This is an optimization exercise on Yosys and OpenROAD, whose aim is small area, a short achievable clock period and few clock cycles per item, not a production implementation.
Function was checked by simulation only, so behaviour that the tests miss may differ from the original.
Power figures rest on the tool's default switching activity, not on a simulated workload.

==> flow/design.v <==
module esp3_codec (
    input  wire        clk,
    input  wire        rst,
    input  wire        teach_en,
    input  wire [31:0] local_addr,
    input  wire        in_valid,
    input  wire [7:0]  in_data,
    output reg         in_ready,
    output reg         res_valid,
    input  wire        res_ready,
    output wire [1:0]  res_status,
    output reg  [1:0]  res_tag,
    output wire [7:0]  res_type,
    output wire [15:0] res_dlen,
    output wire [7:0]  res_olen,
    output wire [63:0] res_head,
    output wire [31:0] res_sender,
    output wire [7:0]  res_rstatus,
    output wire [31:0] res_dest,
    output reg         res_resp,
    output reg         tx_valid,
    input  wire        tx_ready,
    output reg  [7:0]  tx_data,
    output reg         tx_last
);
    localparam [2:0] S_HUNT = 3'd0,   
                     S_HDR  = 3'd1,   
                     S_HCRC = 3'd2,   
                     S_DATA = 3'd3,   
                     S_OPT  = 3'd4,   
                     S_DCRC = 3'd5;   
    function [7:0] crc8;
        input [7:0] c;
        input [7:0] b;
        integer k;
        reg [7:0] x;
        begin
            x = c ^ b;
            for (k = 0; k < 8; k = k + 1)
                x = x[7] ? ((x << 1) ^ 8'h07) : (x << 1);
            crc8 = x;
        end
    endfunction
    reg [2:0]  state;
    reg [1:0]  hcnt;
    reg [15:0] dlen;
    reg [7:0]  olen;
    reg [7:0]  ptype;
    reg [7:0]  crc;
    reg        hdr_ok;
    reg [15:0] rem;       
    reg [3:0]  idx;       
    reg [63:0] head;      
    reg [7:0]  hmask;     
    reg [39:0] win;       
    reg        has_snd;   
    reg [31:0] dest;      
    reg        has_dest;  
    reg        bad;
    reg [31:0] la;
    reg [31:0] tx_snd;
    reg        tx_ute;
    reg [4:0]  tx_idx;    
    reg [7:0]  tx_crc;
    wire take    = in_valid && in_ready;
    wire tx_take = tx_valid && tx_ready;
    wire is_radio = (ptype == 8'h01);
    wire is_ute   = is_radio && hmask[7] && (head[63:56] == 8'hD4);
    wire is_bs4   = is_radio && hmask[3] && (head[63:56] == 8'hA5) && !head[27];
    wire [1:0] tag = !is_radio ? 2'd0 :
                     is_ute    ? 2'd2 :
                     is_bs4    ? 2'd3 : 2'd1;
    wire can_resp = (is_ute && dlen == 16'd13) || (is_bs4 && dlen == 16'd10);
    wire data_ok  = hdr_ok && (in_data == crc);
    wire want     = data_ok && teach_en && can_resp;
    reg [2:0] state_n;
    reg       res_pend_n, tx_busy_n;
    reg [4:0] tx_idx_n;
    reg [3:0] idx_n;
    always @(*) begin
        state_n    = state;
        idx_n      = idx;
        res_pend_n = res_valid && !res_ready;
        tx_busy_n  = tx_valid && !(tx_ready && tx_last);
        tx_idx_n   = tx_take ? tx_idx + 5'd1 : tx_idx;
        if (take) begin
            case (state)
            S_HUNT: if (in_data == 8'h55) state_n = S_HDR;
            S_HDR:  if (hcnt == 2'd3) state_n = S_HCRC;
            S_HCRC: begin
                idx_n = 4'd0;
                state_n = (dlen != 16'd0) ? S_DATA :
                          (olen != 8'd0)  ? S_OPT  : S_DCRC;
            end
            S_DATA: if (rem == 16'd1) begin
                idx_n   = 4'd0;
                state_n = (olen != 8'd0) ? S_OPT : S_DCRC;
            end else if (!idx[3])
                idx_n = idx + 4'd1;
            S_OPT: begin
                if (!idx[3]) idx_n = idx + 4'd1;
                if (rem == 16'd1) state_n = S_DCRC;
            end
            default: begin
                state_n    = S_HUNT;
                res_pend_n = 1'b1;
                if (want) begin
                    tx_busy_n = 1'b1;
                    tx_idx_n  = 5'd0;
                end
            end
            endcase
        end
    end
    wire stall_res_n  = res_pend_n && (state_n != S_HUNT);
    wire stall_head_n = tx_busy_n && (state_n == S_DATA) && !idx_n[3] &&
                        ({1'b0, tx_idx_n} < {2'b0, idx_n} + 6'd6);
    wire stall_last_n = tx_busy_n && (state_n == S_DCRC) && can_resp;
    wire [7:0] tx_crc_n = crc8(tx_crc, tx_data);
    reg  [7:0] tx_next;
    always @(*) begin
        tx_next = 8'h00;
        if (tx_ute) begin
            case (tx_idx)
            5'd0:  tx_next = 8'h00;
            5'd1:  tx_next = 8'h0D;
            5'd2:  tx_next = 8'h07;
            5'd3:  tx_next = 8'h01;
            5'd4:  tx_next = 8'hFD;
            5'd5:  tx_next = 8'hD4;
            5'd6:  tx_next = 8'h91;
            5'd7:  tx_next = head[47:40];
            5'd8:  tx_next = head[39:32];
            5'd9:  tx_next = head[31:24];
            5'd10: tx_next = head[23:16];
            5'd11: tx_next = head[15:8];
            5'd12: tx_next = head[7:0];
            5'd13: tx_next = la[31:24];
            5'd14: tx_next = la[23:16];
            5'd15: tx_next = la[15:8];
            5'd16: tx_next = la[7:0];
            5'd17: tx_next = 8'h00;
            5'd18: tx_next = 8'h03;
            5'd19: tx_next = tx_snd[31:24];
            5'd20: tx_next = tx_snd[23:16];
            5'd21: tx_next = tx_snd[15:8];
            5'd22: tx_next = tx_snd[7:0];
            5'd23: tx_next = 8'hFF;
            5'd24: tx_next = 8'h00;
            default: tx_next = tx_crc_n;
            endcase
        end else begin
            case (tx_idx)
            5'd0:  tx_next = 8'h00;
            5'd1:  tx_next = 8'h0A;
            5'd2:  tx_next = 8'h07;
            5'd3:  tx_next = 8'h01;
            5'd4:  tx_next = 8'hEB;
            5'd5:  tx_next = 8'hA5;
            5'd6:  tx_next = head[55:48];
            5'd7:  tx_next = head[47:40];
            5'd8:  tx_next = head[39:32];
            5'd9:  tx_next = 8'hF0;
            5'd10: tx_next = la[31:24];
            5'd11: tx_next = la[23:16];
            5'd12: tx_next = la[15:8];
            5'd13: tx_next = la[7:0];
            5'd14: tx_next = 8'h00;
            5'd15: tx_next = 8'h03;
            5'd16: tx_next = tx_snd[31:24];
            5'd17: tx_next = tx_snd[23:16];
            5'd18: tx_next = tx_snd[15:8];
            5'd19: tx_next = tx_snd[7:0];
            5'd20: tx_next = 8'hFF;
            5'd21: tx_next = 8'h00;
            default: tx_next = tx_crc_n;
            endcase
        end
    end
    always @(posedge clk) begin
        if (rst) begin
            state     <= S_HUNT;
            in_ready  <= 1'b1;
            res_valid <= 1'b0;
            tx_valid  <= 1'b0;
        end else begin
            state     <= state_n;
            idx       <= idx_n;
            res_valid <= res_pend_n;
            tx_valid  <= tx_busy_n;
            tx_idx    <= tx_idx_n;
            in_ready  <= !(stall_res_n || stall_head_n || stall_last_n);
            if (tx_take) begin
                tx_data <= tx_next;
                tx_last <= tx_ute ? (tx_idx == 5'd25) : (tx_idx == 5'd22);
                if (tx_idx >= 5'd6)
                    tx_crc <= tx_crc_n;
            end
            if (state == S_HUNT) begin
                hcnt <= 2'd0;
                crc  <= 8'd0;
            end else if (take) begin
                crc <= crc8(crc, in_data);
            end
            if (take) begin
                case (state)
                S_HUNT: ;
                S_HDR: begin
                    hcnt <= hcnt + 2'd1;
                    case (hcnt)
                    2'd0: dlen[15:8] <= in_data;
                    2'd1: dlen[7:0]  <= in_data;
                    2'd2: olen       <= in_data;
                    default: ptype   <= in_data;
                    endcase
                end
                S_HCRC: begin
                    hdr_ok   <= (in_data == crc);
                    rem      <= (dlen != 16'd0) ? dlen : {8'd0, olen};
                    hmask[7] <= (dlen != 16'd0);
                    hmask[6] <= (dlen > 16'd1);
                    hmask[5] <= (dlen > 16'd2);
                    hmask[4] <= (dlen > 16'd3);
                    hmask[3] <= (dlen > 16'd4);
                    hmask[2] <= (dlen > 16'd5);
                    hmask[1] <= (dlen > 16'd6);
                    hmask[0] <= (dlen > 16'd7);
                    has_snd  <= (dlen > 16'd5);
                    has_dest <= (olen > 8'd4);
                end
                S_DATA: begin
                    win <= {win[31:0], in_data};
                    case (idx)
                    4'd0: head[63:56] <= in_data;
                    4'd1: head[55:48] <= in_data;
                    4'd2: head[47:40] <= in_data;
                    4'd3: head[39:32] <= in_data;
                    4'd4: head[31:24] <= in_data;
                    4'd5: head[23:16] <= in_data;
                    4'd6: head[15:8]  <= in_data;
                    4'd7: head[7:0]   <= in_data;
                    default: ;
                    endcase
                    rem <= (rem == 16'd1) ? {8'd0, olen} : rem - 16'd1;
                end
                S_OPT: begin
                    case (idx)
                    4'd1: dest[31:24] <= in_data;
                    4'd2: dest[23:16] <= in_data;
                    4'd3: dest[15:8]  <= in_data;
                    4'd4: dest[7:0]   <= in_data;
                    default: ;
                    endcase
                    rem <= rem - 16'd1;
                end
                default: begin  
                    bad      <= !data_ok;
                    res_resp <= want;
                    res_tag  <= tag;
                    if (want) begin
                        tx_data <= 8'h55;
                        tx_last <= 1'b0;
                        tx_ute  <= !tag[0];
                        tx_crc  <= 8'd0;
                        la      <= local_addr;
                        tx_snd  <= win[39:8];
                    end
                end
                endcase
            end
        end
    end
    assign res_status  = {bad, bad};
    assign res_type    = ptype;
    assign res_dlen    = dlen;
    assign res_olen    = olen;
    assign res_head    = head & {{8{hmask[7]}}, {8{hmask[6]}}, {8{hmask[5]}}, {8{hmask[4]}},
                                 {8{hmask[3]}}, {8{hmask[2]}}, {8{hmask[1]}}, {8{hmask[0]}}};
    assign res_sender  = has_snd ? win[39:8] : 32'd0;
    assign res_rstatus = has_snd ? win[7:0] : 8'd0;
    assign res_dest    = has_dest ? dest : 32'hFFFF_FFFF;
endmodule
==> flow/run.sh <==
#!/bin/bash
# synth_recipe.tcl (not shown) runs the flow's synth.tcl, then flattens the netlist and writes it again
# the make line also repeats each setting of config.mk as NAME=value (left out here)
make -C /OpenROAD-flow-scripts/flow DESIGN_CONFIG=/design/flow/config.mk WORK_HOME=/design/flow/orfs CLKGATE_MAP_FILE= SYNTH_SCRIPT=/design/flow/synth_recipe.tcl finish
==> flow/config.mk <==
export PLATFORM = sky130hd
export DESIGN_NAME = esp3_codec
export DESIGN_NICKNAME = esp3_codec
export VERILOG_FILES = /design/flow/design.v
export SDC_FILE = /design/flow/constraint.sdc
export NUM_CORES = 4
export LEC_CHECK = 0
export CAP_MARGIN = 20
export CORE_MARGIN = 2
export CORE_UTILIZATION = 40
export SLEW_MARGIN = 20
==> flow/constraint.sdc <==
create_clock -name core_clock -period 6.5 [get_ports {clk}]
set_input_delay 1.3000 -clock core_clock [delete_from_list [all_inputs] [get_ports {clk}]]
set_output_delay 1.3000 -clock core_clock [all_outputs]
set_load 0.01 [all_outputs]
==> flow_summary.ini <==
[critical_path]
worstReg2RegEnd = in_ready
critPathKind = input pin to flop
rrSetupSlack_ns = 2.60
arrival_ns = 5.08
crit_fanout = 8
required_ns = 6.88
worstSetupStartpointType = input pin
worstRegToRegCells = 14
end_kind = flop
r2r-start = crc[3]

[sta]
fmax_mhz = 213
rsz0062_at_grt = no
fin_skew_ns = 0.0128
tns_ns = 0
hold_viol = 0
setup_viol = 0
relSlewSlack = 0.261
period_needed_ns = 4.70
tightest_slew_ns = 1.09
timing.final.crit_share = 0.723
slew_viol_final = 0

[global_route]
grt_max_degree = 66
grt_pass1_vias = 10730
grtUsageTotal = 0.250
grt_pass1_wl_um = 70100
overflow = 0
antenna_found_initial = 1

[synth]
synth_top_cell_by_area = edfxtp_1
syn_area_per_cell_um2 = 12.9
synth_edf_count = 299
synth_flop_cell = edfxtp_1
async_flop_share = 0
synthCells = 1125
synth_nets = 1195
synth_top_area_frac = 0.620
ys_ff_latch = 305
yosysWarnings = 1
synth-seq-area-share = 0.628
synth.cell_area_um2 = 14500
synth.distinct_cells = 81
synth_area_leaders = edfxtp_1 (62%), and2_1 (5.5%), a22oi_1 (2.7%)

[clocking]
cts_tree = built
clockBufferDepth = 3
h-tree-depth = 2
clkLatencyLatePin_ns = 0.52
post_cts_buffers = 0
ctsResizeCount = 0
cts_hold_buf = 0
root_buffer = clkbuf_16
cts_buffers = 36
clkTransAtPathRegs_ns = 0.06
clock_sinks = 305

[placed_design]
place_area_um2 = 17300
port_buffers = 230
gp_congestion = 0.928
hpwl_um = 34500

[route]
viasPerCell = 5.78
drc = 0
wirelength_um = 47800
first_iter_violations = 1276
wire_per_inst_um = 25.9
antenna_left = 0
vias = 10645
dr.pass1.iters = 6

[min_path]
hold_depth = 0
min_path_type = flop to flop
min_from = win[35]
hold_end = tx_snd[27]

[layout]
design_area_um2 = 18400
nNetsFinal = 1423
area_growth_pct = 27.1
drive_gt1_frac = 0.0754
diodes = 0

[die]
core_um2 = 35600
rows = 69
die-area_um2 = 37700
io-pin-count = 231
die_w_um = 194
fp.dieH_um = 194
initial_core_util = 0.407

[power]
ir_drop_v = 0.000212
pwr_density_cell_nw_per_um2 = 238
cellLeakagePower_uw = 0.00618

[run]
cap_violations = 0

[status]
status = finished clean
==> worst max-delay path: stages <==
cell and delay, ns:
clkdlybuf4s50_1 0.44, xnor2_1 0.33, ha_1 0.23, nand3_1 0.08
nor3_1 0.60, nand4_1 0.31, nor2_1 0.49, nor2_1 0.12
ha_1 0.34, a21o_1 0.16, a21o_1 0.17, a21oi_1 0.14
nand3_1 0.09, nor4_1 0.18, o211ai_1 0.10
==> power breakdown <==
group          internal, uW  total, uW  switching [uW]
sequential             2160       2170            12.6
clock                  1140       1930             796
combinational           117        283             166
total                  3420       4390             974
==> how the worst max path moves through the flow <==
stage          startpoint  endpoint  slack [ns]  cells past startpoint
3_5_place_dp   in_data[4]  in_ready        1.30                     15
6_report       in_data[7]  in_ready        1.80                     15
4_1_cts        in_data[7]  in_ready        1.84                     15
2_1_floorplan  in_data[7]     la[0]        0.04                      6
5_1_grt        in_data[6]  in_ready        1.26                     15
3_3_place_gp   in_data[4]  in_ready        1.31                     15
==> synth_stat cells, drive strengths merged, types with 4 or more instances <==
library cell and number:
nand3 37, o2111ai 4, nor4bb 10, clkbuf 34, nor2 57, o21ai 29, nand2b 39, and2 129
a211o 4, nand4 14, nand2 61, nor4b 4, ha 24, nor2b 7, o31ai 4, xor2 21
a221o 11, a22o 11, o211ai 6, and4 5, xnor2 40, a21oi 27, and4b 8, edfxtp 299
and3 10, dfxtp 6, a222oi 6, nor4 16, a221oi 14, a211oi 7, nor3 17, mux2i 5
buf 30, or4 4, inv 24, a22oi 53
==> cell type report <==
class / instances / area [um^2]
Timing Repair Buffer: 254 / 2490
Clock buffer: 45 / 966
Tap cell: 461 / 577
Multi-Input combinational cell: 732 / 5030
Clock inverter: 20 / 163
Fill cell: 3132 / 17200
Sequential cell: 305 / 9100
Inverter: 24 / 90.1
==> stage by stage <==
| step | util | hold WS, ns | cells | setup slack, ns | total power [uW] |
|---|---|---|---|---|---|
| floorplan | - | 0.418 | 1125 | 0.0406 | 2380 |
| global placement | 0.485 | 0.426 | 1775 | 1.31 | 2490 |
| detailed placement | 0.485 | 0.427 | 1775 | 1.30 | 2490 |
| CTS | 0.517 | 0.440 | 1840 | 1.84 | 4420 |
| global route | 0.518 | 0.458 | 1841 | 1.26 | 4530 |
| finish | 0.518 | 0.441 | 1841 | 1.80 | 4390 |
==> per-layer routing <==
layer  wire [um]  global-route usage  vias up
met2       21800               0.388      529
li1            -                   -     4738
met5          18                   0        -
met4        1430              0.0805        2
met1       19900               0.338     5294
met3        4620              0.0725       82
==> registers in the layout, summed over array words and instances (netlist names), 16 cells and up <==
name,cells
dlen,16
la,32
head,64
rem,16
win,40
dest,32
tx_snd,32
==> cell families after synthesis <==
| family | Yosys count | synth area share |
|---|---|---|
| AOI/OAI and AO/OA | 206 | 0.105 |
| xor gates and xnor gates | 61 | 0.0369 |
| adders and majority gates | 24 | 0.0207 |
| buffers and inverters | 88 | 0.0289 |
| DFF | 305 | 0.628 |
| muxes | 7 | 0.00501 |
| and+or+nand+nor | 434 | 0.175 |
==> cells in the final DEF, fill, tap and decap left out, drive strengths merged, types with 5 or more instances in the layout <==
cell / synthesis / routed
nor4: 16 / 16
and4b: 8 / 8
a221oi: 14 / 14
inv: 24 / 26
nor2b: 7 / 7
a222oi: 6 / 6
nand2b: 39 / 39
nand4: 14 / 14
a221o: 11 / 11
xor2: 21 / 21
nor3: 17 / 17
and4: 5 / 5
mux2i: 5 / 5
a22o: 11 / 11
and3: 10 / 10
nand3: 37 / 37
a211oi: 7 / 7
a22oi: 53 / 53
clkinv: 0 / 13
and2: 129 / 129
nor2: 57 / 57
nand2: 61 / 61
o21ai: 29 / 29
o211ai: 6 / 6
clkbuf: 34 / 45
a21oi: 27 / 27
buf: 30 / 24
ha: 24 / 24
xnor2: 40 / 40
dfxtp: 6 / 6
edfxtp: 299 / 299
clkdlybuf4s50: 0 / 230
nor4bb: 10 / 10
Testbench counts, summed over its fixed seeds: cycles 56,340, bytes 55,529.

-- separate check: timing with driven ports --
How much do the figures lean on ideal ports? The routed layout below was timed once more, with nothing changed but the port constraints. Step 1: set_driving_cell puts a clkbuf_16 on clk and a buf_2 on each other input, an assumption about the parent block. Step 2, shift: input delay + t, output delay - t, t = (earliest + latest rising clock arrival at the registers) / 2. This alone moves slack from input paths to output paths. Slacks: no drivers / after step 1 / after step 2; pairs: no drivers / after step 1.
shift t [ns]: 0.571
setup slack, ns: 1.800 / 1.831 / 1.260
worst setup path at the end: input to register
slew at the worst register clock pin (ns): 0.06 / 0.06
After both steps setup and hold are still met in this run. For this run, drivers alone change the setup slack by +0.031 ns; drivers and shift together by -0.540 ns.
